This is an optimization exercise on Yosys and OpenROAD, whose aim is small area, a short achievable clock period and few clock cycles, not a production implementation. At most, simulation tests tie the RTL to the original design; equivalence was not proved. No activity file was given, so power comes from the tool's default toggle rates.

==> flow/design.v (excerpt) <==
module kmsig_transport (
    input              clk,
    input              rst,
    input              ev_valid,
    output             ev_ready,
    input      [2:0]   ev_type,
    input      [7:0]   ev_data,
    output reg         ans_valid,
    output reg [1:0]   ans_code,
    output reg [7:0]   ans_byte,
    input              init,
    input      [6:0]   init_addr,
    input              dis,
    input              ui_we,
    input      [1:0]   ui_wave,
    input      [63:0]  ui_freq,
    input      [1:0]   chg_clr,
    output             idle,
    output     [1:0]   wave,
    output     [63:0]  freq,
    output     [135:0] str0,
    output     [135:0] str1,
    output     [1:0]   chg
);
Size: roughly 2,500 cells after synthesis, ~450 I/O pins, roughly 0.024 mm2 of cells after synthesis.
clock: 6.0 ns
lec_check: 0
abc_clock_period_in_ps: 3000
cap_margin: 20
core_margin: 2
core_utilization: 40
cts_cluster_diameter: 80
cts_cluster_size: 25
place_density: 0.6
setup_slack_margin: 2.5
slew_margin: 20
standard.sh (not shown) runs the stock make flow with config.mk's settings and CLKGATE_MAP_FILE= SYNTH_SCRIPT=/design/flow/synth_recipe.tcl, a recipe that flattens the netlist after the stock synthesis.
==> flow/flow/run.sh <==
#!/bin/bash
# The standard layout, with the ports buffered by the smallest buffer cell.
set -euo pipefail
bash standard.sh "BUFFER_PORTS_ARGS=-buffer_cell sky130_fd_sc_hd__buf_1" finish > standard_flow.log 2>&1
The baseline finished clean.
Testbench counts at the start, summed over its fixed seeds: cycles 13,673.
Edit:
--- a/flow/design.v
+++ b/flow/design.v
@@ -1,22 +1,22 @@
 module kmsig_transport (
     input              clk,
     input              rst,
     input              ev_valid,
     output             ev_ready,
     input      [2:0]   ev_type,
     input      [7:0]   ev_data,
     output reg         ans_valid,
     output reg [1:0]   ans_code,
-    output reg [7:0]   ans_byte,
+    output     [7:0]   ans_byte,
     input              init,
     input      [6:0]   init_addr,
     input              dis,
     input              ui_we,
     input      [1:0]   ui_wave,
     input      [63:0]  ui_freq,
     input      [1:0]   chg_clr,
     output             idle,
     output     [1:0]   wave,
     output     [63:0]  freq,
     output     [135:0] str0,
     output     [135:0] str1,
@@ -35,25 +35,26 @@
     localparam BS_IDLE = 2'd0;
     localparam BS_RX   = 2'd1;
     localparam BS_TX   = 2'd2;
     localparam [33:0] FMAX  = 34'd12500000000;
     localparam [27:0] RMAX  = 28'd134408602;       
     reg        armed;
     reg [6:0]  slave_addr;
     reg [1:0]  bus_state;
     reg [7:0]  rxbuf [0:7];
     reg [3:0]  rxlen;
     reg [7:0]  txbuf [0:3];
     reg        tx4;           
-    reg [2:0]  txidx;
+    reg [2:0]  txidx;         
+    reg        tx_ff;         
     reg [30:0] resp;          
     reg        resp_valid;    
     reg        pend1;         
     reg        busy;          
     reg [2:0]  div_cnt;
     reg        div_cy;        
     reg [2:0]  div_sel;       
     reg        div_c;         
     reg [6:0]  div_rem;
     reg [3:0]  div_a;         
     reg [6:0]  div_b;         
     reg [6:0]  div_b35;       
@@ -241,30 +242,27 @@
             rxbuf[rxlen[2:0]] <= ev_data;
             rxlen <= rxlen + 4'd1;
         end
         if (accept && ev_type == EV_ADDRR && addr_match) begin
             txbuf[0] <= resp_valid ? resp[7:0] : 8'h00;
             txbuf[1] <= resp[15:8];
             txbuf[2] <= resp[23:16];
             txbuf[3] <= {1'b0, resp[30:24]};
             tx4      <= resp_valid;
             txidx    <= 3'd0;
         end
         if (accept && ev_type == EV_TXBYTE && in_tx) begin
-            if (txidx == 3'd0 || (tx4 && !txidx[2])) begin
-                ans_byte <= txbuf[txidx[1:0]];
-                txidx    <= txidx + 3'd1;
-            end else begin
-                ans_byte <= 8'hFF;
-            end
+            tx_ff <= !(txidx == 3'd0 || (tx4 && !txidx[2]));
+            if (txidx == 3'd0 || (tx4 && !txidx[2]))
+                txidx <= txidx + 3'd1;
         end
         if (x_qry)
             resp <= {enc_wave(wave_r), 1'b0, fr};
         if (rst || ui_we)
             div_sel <= 3'b100;
         else if (busy)
             div_sel <= {1'b0, div_sel[2:1]};
         if (busy) begin
             div_a   <= n_a;
             div_b   <= n_b;
             div_rem <= (div_cnt == 3'd0) ? {3'd0, freq_r[33:30]} : d_rem;
             div_b35 <= n_b35;
@@ -300,32 +298,30 @@
             end
             chg_r <= (chg_r | ({1'b0, x_str} << sel)) & ~chg_clr;
         end
     end
     genvar g;
     generate
         for (g = 0; g < 15; g = g + 1) begin : g_str
             localparam [2:0] SL = g / 3;
             localparam       FI = g % 3;
             wire [6:0] fld = (FI == 0) ? w[20:14] : (FI == 1) ? w[13:7] : w[6:0];
             wire hit  = x_str && (slot == SL);
             wire hitz = x_str && (FI == 0) && (g > 0) && (slot == SL - 3'd1);
+            wire [6:0] dat = (hit && !rst) ? fld : 7'd0;
             always @(posedge clk) begin
-                if (rst) begin
-                    s0[g] <= 7'd0;
-                    s1[g] <= 7'd0;
-                end else begin
-                    if ((hit || hitz) && !sel) s0[g] <= hit ? fld : 7'd0;
-                    if ((hit || hitz) &&  sel) s1[g] <= hit ? fld : 7'd0;
-                end
+                if (rst || ((hit || hitz) && !sel)) s0[g] <= dat;
+                if (rst || ((hit || hitz) &&  sel)) s1[g] <= dat;
             end
             assign str0[8*g +: 8] = {1'b0, s0[g]};
             assign str1[8*g +: 8] = {1'b0, s1[g]};
         end
     endgenerate
     assign str0[135:120] = 16'd0;
     assign str1[135:120] = 16'd0;
+    wire [1:0] tx_prev = txidx[1:0] - 2'd1;
+    assign ans_byte = tx_ff ? 8'hFF : txbuf[tx_prev];
     assign idle = !pend1 && !busy && (m_cnt == 4'd0);
     assign wave = wave_r;
     assign freq = freq_r;
     assign chg  = chg_r;
 endmodule
=> The new run ran to the end with no violations. Synthesized area decreases by 2.4%. Global-route usage is lower by 0.21 points. Via count falls by about 10%. Power rose by about 6.5%. Cell area went down by 0.34%. Wire length drops by 4.4%. Core utilization rose by 0.90 points. Synthesized cell count decreases by 15%. Register-to-register slack loses 0.11 ns. Setup slack gets worse by 0.11 ns. Cell count came out lower by about 8%. Sequential share of layout area is higher by 7.0 points. First-iteration DRC count is lower by about 2%.
For the second run of this note, only the layout was checked, not whether the RTL still works.

* * *

Setup of R:
Another version of the RTL of kmsig_transport (not shown whole).
For scale: ~2100 cells after synthesis, ~500 flip-flops, roughly 450 I/O pins, roughly 24000 sq um of cells after synthesis.
export LEC_CHECK = 0
export ABC_CLOCK_PERIOD_IN_PS = 3000
export CAP_MARGIN = 20
export CORE_MARGIN = 2
export CORE_UTILIZATION = 40
export CTS_CLUSTER_DIAMETER = 80
export CTS_CLUSTER_SIZE = 25
export PLACE_DENSITY = 0.6
export SETUP_SLACK_MARGIN = 2.8
export SLEW_MARGIN = 20
create_clock -name core_clock -period 6.0 [get_ports {clk}]
Scripts as last shown in full above: flow/flow/run.sh
Testbench counts of R, summed over its fixed seeds: cycles 13,673.
### R -> Q
-- flow/design.v --
<<< R, line 49
    reg [2:0]  txidx;         
    reg        tx_ff;         
    reg [1:0]  tx_last;       
    reg [30:0] resp;          
    reg        resp_valid;    
>>> Q, line 49
    reg [2:0]  txidx;         
    reg        tx_ff;         
    reg [30:0] resp;          
    reg        resp_valid;    
<<< R, line 261
        if (accept && ev_type == EV_TXBYTE && in_tx) begin
            tx_ff <= !(txidx == 3'd0 || (tx4 && !txidx[2]));
            tx_last <= txidx[1:0];
            if (txidx == 3'd0 || (tx4 && !txidx[2]))
                txidx <= txidx + 3'd1;
>>> Q, line 260
        if (accept && ev_type == EV_TXBYTE && in_tx) begin
            tx_ff <= !(txidx == 3'd0 || (tx4 && !txidx[2]));
            if (txidx == 3'd0 || (tx4 && !txidx[2]))
                txidx <= txidx + 3'd1;
<<< R, line 329
    assign str0[135:120] = 16'd0;
    assign str1[135:120] = 16'd0;
    assign ans_byte = tx_ff ? 8'hFF : txbuf[tx_last];
    assign idle = !pend1 && !busy && (m_cnt == 4'd0);
    assign wave = wave_r;
>>> Q, line 327
    assign str0[135:120] = 16'd0;
    assign str1[135:120] = 16'd0;
    wire [1:0] tx_prev = txidx[1:0] - 2'd1;
    assign ans_byte = tx_ff ? 8'hFF : txbuf[tx_prev];
    assign idle = !pend1 && !busy && (m_cnt == 4'd0);
    assign wave = wave_r;
Findings:
Diff R -> Q: count of state elements after synthesis lower; full die area lower; total standard cell area after synthesis lower.
Q ends up with higher relative slew slack than R does.
The lower count of non-CTS inverters in the layout of R and Q is in Q.
The RTL of Q was laid out without a check of its function.

* * *

Another version of the RTL of kmsig_transport (not shown whole).
For scale: ~2,400 cells after synthesis, roughly 510 flip-flops, about 450 I/O pins, ~24,000 sq um of cells after synthesis.
## kmsig_transport
module kmsig_transport (
    input              clk,
    input              rst,
    input              ev_valid,
    output             ev_ready,
    input      [2:0]   ev_type,
    input      [7:0]   ev_data,
    output reg         ans_valid,
    output reg [1:0]   ans_code,
    output reg [7:0]   ans_byte,
    input              init,
    input      [6:0]   init_addr,
    input              dis,
    input              ui_we,
    input      [1:0]   ui_wave,
    input      [63:0]  ui_freq,
    input      [1:0]   chg_clr,
    output             idle,
    output     [1:0]   wave,
    output     [63:0]  freq,
    output     [135:0] str0,
    output     [135:0] str1,
    output     [1:0]   chg
);
clock: 6.0 ns
lec_check: 0
abc_area: 1
cap_margin: 20
core_margin: 2
core_utilization: 40
cts_cluster_diameter: 80
cts_cluster_size: 25
place_density: 0.6
setup_slack_margin: 2.8
slew_margin: 20
Scripts as last shown in full above: flow/flow/run.sh
Testbench counts at the start, summed over its fixed seeds: cycles 13,673.
Edit:
--- a/flow/design.v
+++ b/flow/design.v
@@ -4,13 +4,13 @@
     input              ev_valid,
     output             ev_ready,
     input      [2:0]   ev_type,
     input      [7:0]   ev_data,
     output reg         ans_valid,
     output reg [1:0]   ans_code,
-    output reg [7:0]   ans_byte,
+    output     [7:0]   ans_byte,
     input              init,
     input      [6:0]   init_addr,
     input              dis,
     input              ui_we,
     input      [1:0]   ui_wave,
     input      [63:0]  ui_freq,
@@ -44,12 +44,13 @@
     reg [3:0]  rxlen;
     reg        wr1;           
     reg        wr2;           
     reg [7:0]  txbuf [0:3];
     reg        tx4;           
     reg [2:0]  txidx;         
+    reg        tx_ff;         
     reg [30:0] resp;          
     reg        resp_valid;    
     reg        pend1;         
     reg        busy;          
     reg [2:0]  div_cnt;
     reg        div_cy;        
@@ -124,15 +125,14 @@
     wire        n_c   = n_s35[7];               
     wire [3:0]  n_a   = n_q + {3'd0, n_c};      
     wire [6:0]  n_b   = n_c ? n_s35[6:0] : n_s;  
     wire        d_last = (div_cnt == 3'd3);
     wire        d_fix  = (div_cnt == 3'd4);
     wire [7:0]  d_s0 = {1'b0, div_rem} + {1'b0, div_b};
-    wire [7:0]  d_s1 = {1'b0, div_rem} + {1'b0, div_b} + 8'd35;
-    wire        d_c  = d_s1[7];                            
-    wire [6:0]  d_rem = d_c ? d_s1[6:0] : d_s0[6:0];
+    wire        d_c  = d_s0 >= 8'd93;
+    wire [6:0]  d_rem = d_s0[6:0] + (d_c ? 7'd35 : 7'd0);      
     wire        d_c1 = d_s0 >= 8'd47;
     wire        d_c2 = d_s0 >= 8'd140;
     localparam [127:0] RT0 = 128'h000000000aaaaaaaaaaaaaaaaaaaaaaa;
     localparam [127:0] RT1 = 128'h00000000066666666666666666666666;
     localparam [127:0] RT2 = 128'h0000000014b4b4b4b4b4b4b4b4b4b4b4;
     localparam [127:0] RT3 = 128'h000000000d926d926d926d926d926d92;
@@ -255,18 +255,15 @@
             txbuf[2] <= resp[23:16];
             txbuf[3] <= {1'b0, resp[30:24]};
             tx4      <= resp_valid;
             txidx    <= 3'd0;
         end
         if (accept && ev_type == EV_TXBYTE && in_tx) begin
-            if (txidx == 3'd0 || (tx4 && !txidx[2])) begin
-                ans_byte <= txbuf[txidx[1:0]];
-                txidx    <= txidx + 3'd1;
-            end else begin
-                ans_byte <= 8'hFF;
-            end
+            tx_ff <= !(txidx == 3'd0 || (tx4 && !txidx[2]));
+            if (txidx == 3'd0 || (tx4 && !txidx[2]))
+                txidx <= txidx + 3'd1;
         end
         if (x_qry)
             resp <= {enc_wave(wave_r), 1'b0, fr};
         if (rst)
             div_x <= 10'd0;
         else if (ui_we)
@@ -326,11 +323,13 @@
             assign str0[8*g +: 8] = {1'b0, s0[g]};
             assign str1[8*g +: 8] = {1'b0, s1[g]};
         end
     endgenerate
     assign str0[135:120] = 16'd0;
     assign str1[135:120] = 16'd0;
+    wire [1:0] tx_prev = txidx[1:0] - 2'd1;
+    assign ans_byte = tx_ff ? 8'hFF : txbuf[tx_prev];
     assign idle = !pend1 && !busy && (m_cnt == 4'd0);
     assign wave = wave_r;
     assign freq = freq_r;
     assign chg  = chg_r;
 endmodule
Worst setup slack is worse by 0.33 ns.
Sequential cell count fell by 7.
Cell area rose slightly.
Sequential share of layout area fell by 0.97 points.
Clock-buffer cell count fell by 5.
Non-clock buffer count rose by 23.
Utilization rose by 1.0 points.
No functional check of the RTL was part of the second run of this note.

-- static timing again, ports no longer ideal --
How much do the figures lean on ideal ports? The routed layouts below were timed once more, with nothing changed but the port constraints.
Step 1 assumes that a clkbuf_16 drives the clock port and a buf_2 every other input.
Step 2, shift: input delay + t, output delay - t, t = (earliest + latest rising clock arrival at the registers) / 2. This alone moves slack from input paths to output paths.
a / b / c = ideal ports / drivers / drivers and shift; a / b = the first two.
| run | t (ns) | setup slack, ns | worst setup path after step 2 | latest minus earliest clock arrival (ns) |
|---|---|---|---|---|
| the first run of note 1 | 0.668 | 2.490 / 2.490 / 2.024 | input to register | 0.041 / 0.041 |
| the second run of note 1 | 0.658 | 2.376 / 2.376 / 2.108 | input to register | 0.048 / 0.048 |
| R | 0.657 | 2.709 / 2.650 / 2.364 | input to register | 0.043 / 0.043 |
| Q | 0.669 | 2.496 / 2.435 / 2.358 | input to register | 0.027 / 0.026 |
| the first run of note 3 | 0.681 | 2.903 / 2.869 / 2.261 | input to register | 0.033 / 0.033 |
| the second run of note 3 | 0.665 | 2.570 / 2.570 / 2.309 | input to register | 0.027 / 0.028 |
After both steps setup and hold are still met in every run listed. The setup slack of the first run of note 3, which loses most, moves by -0.034 ns with the drivers and by -0.642 ns with both steps.
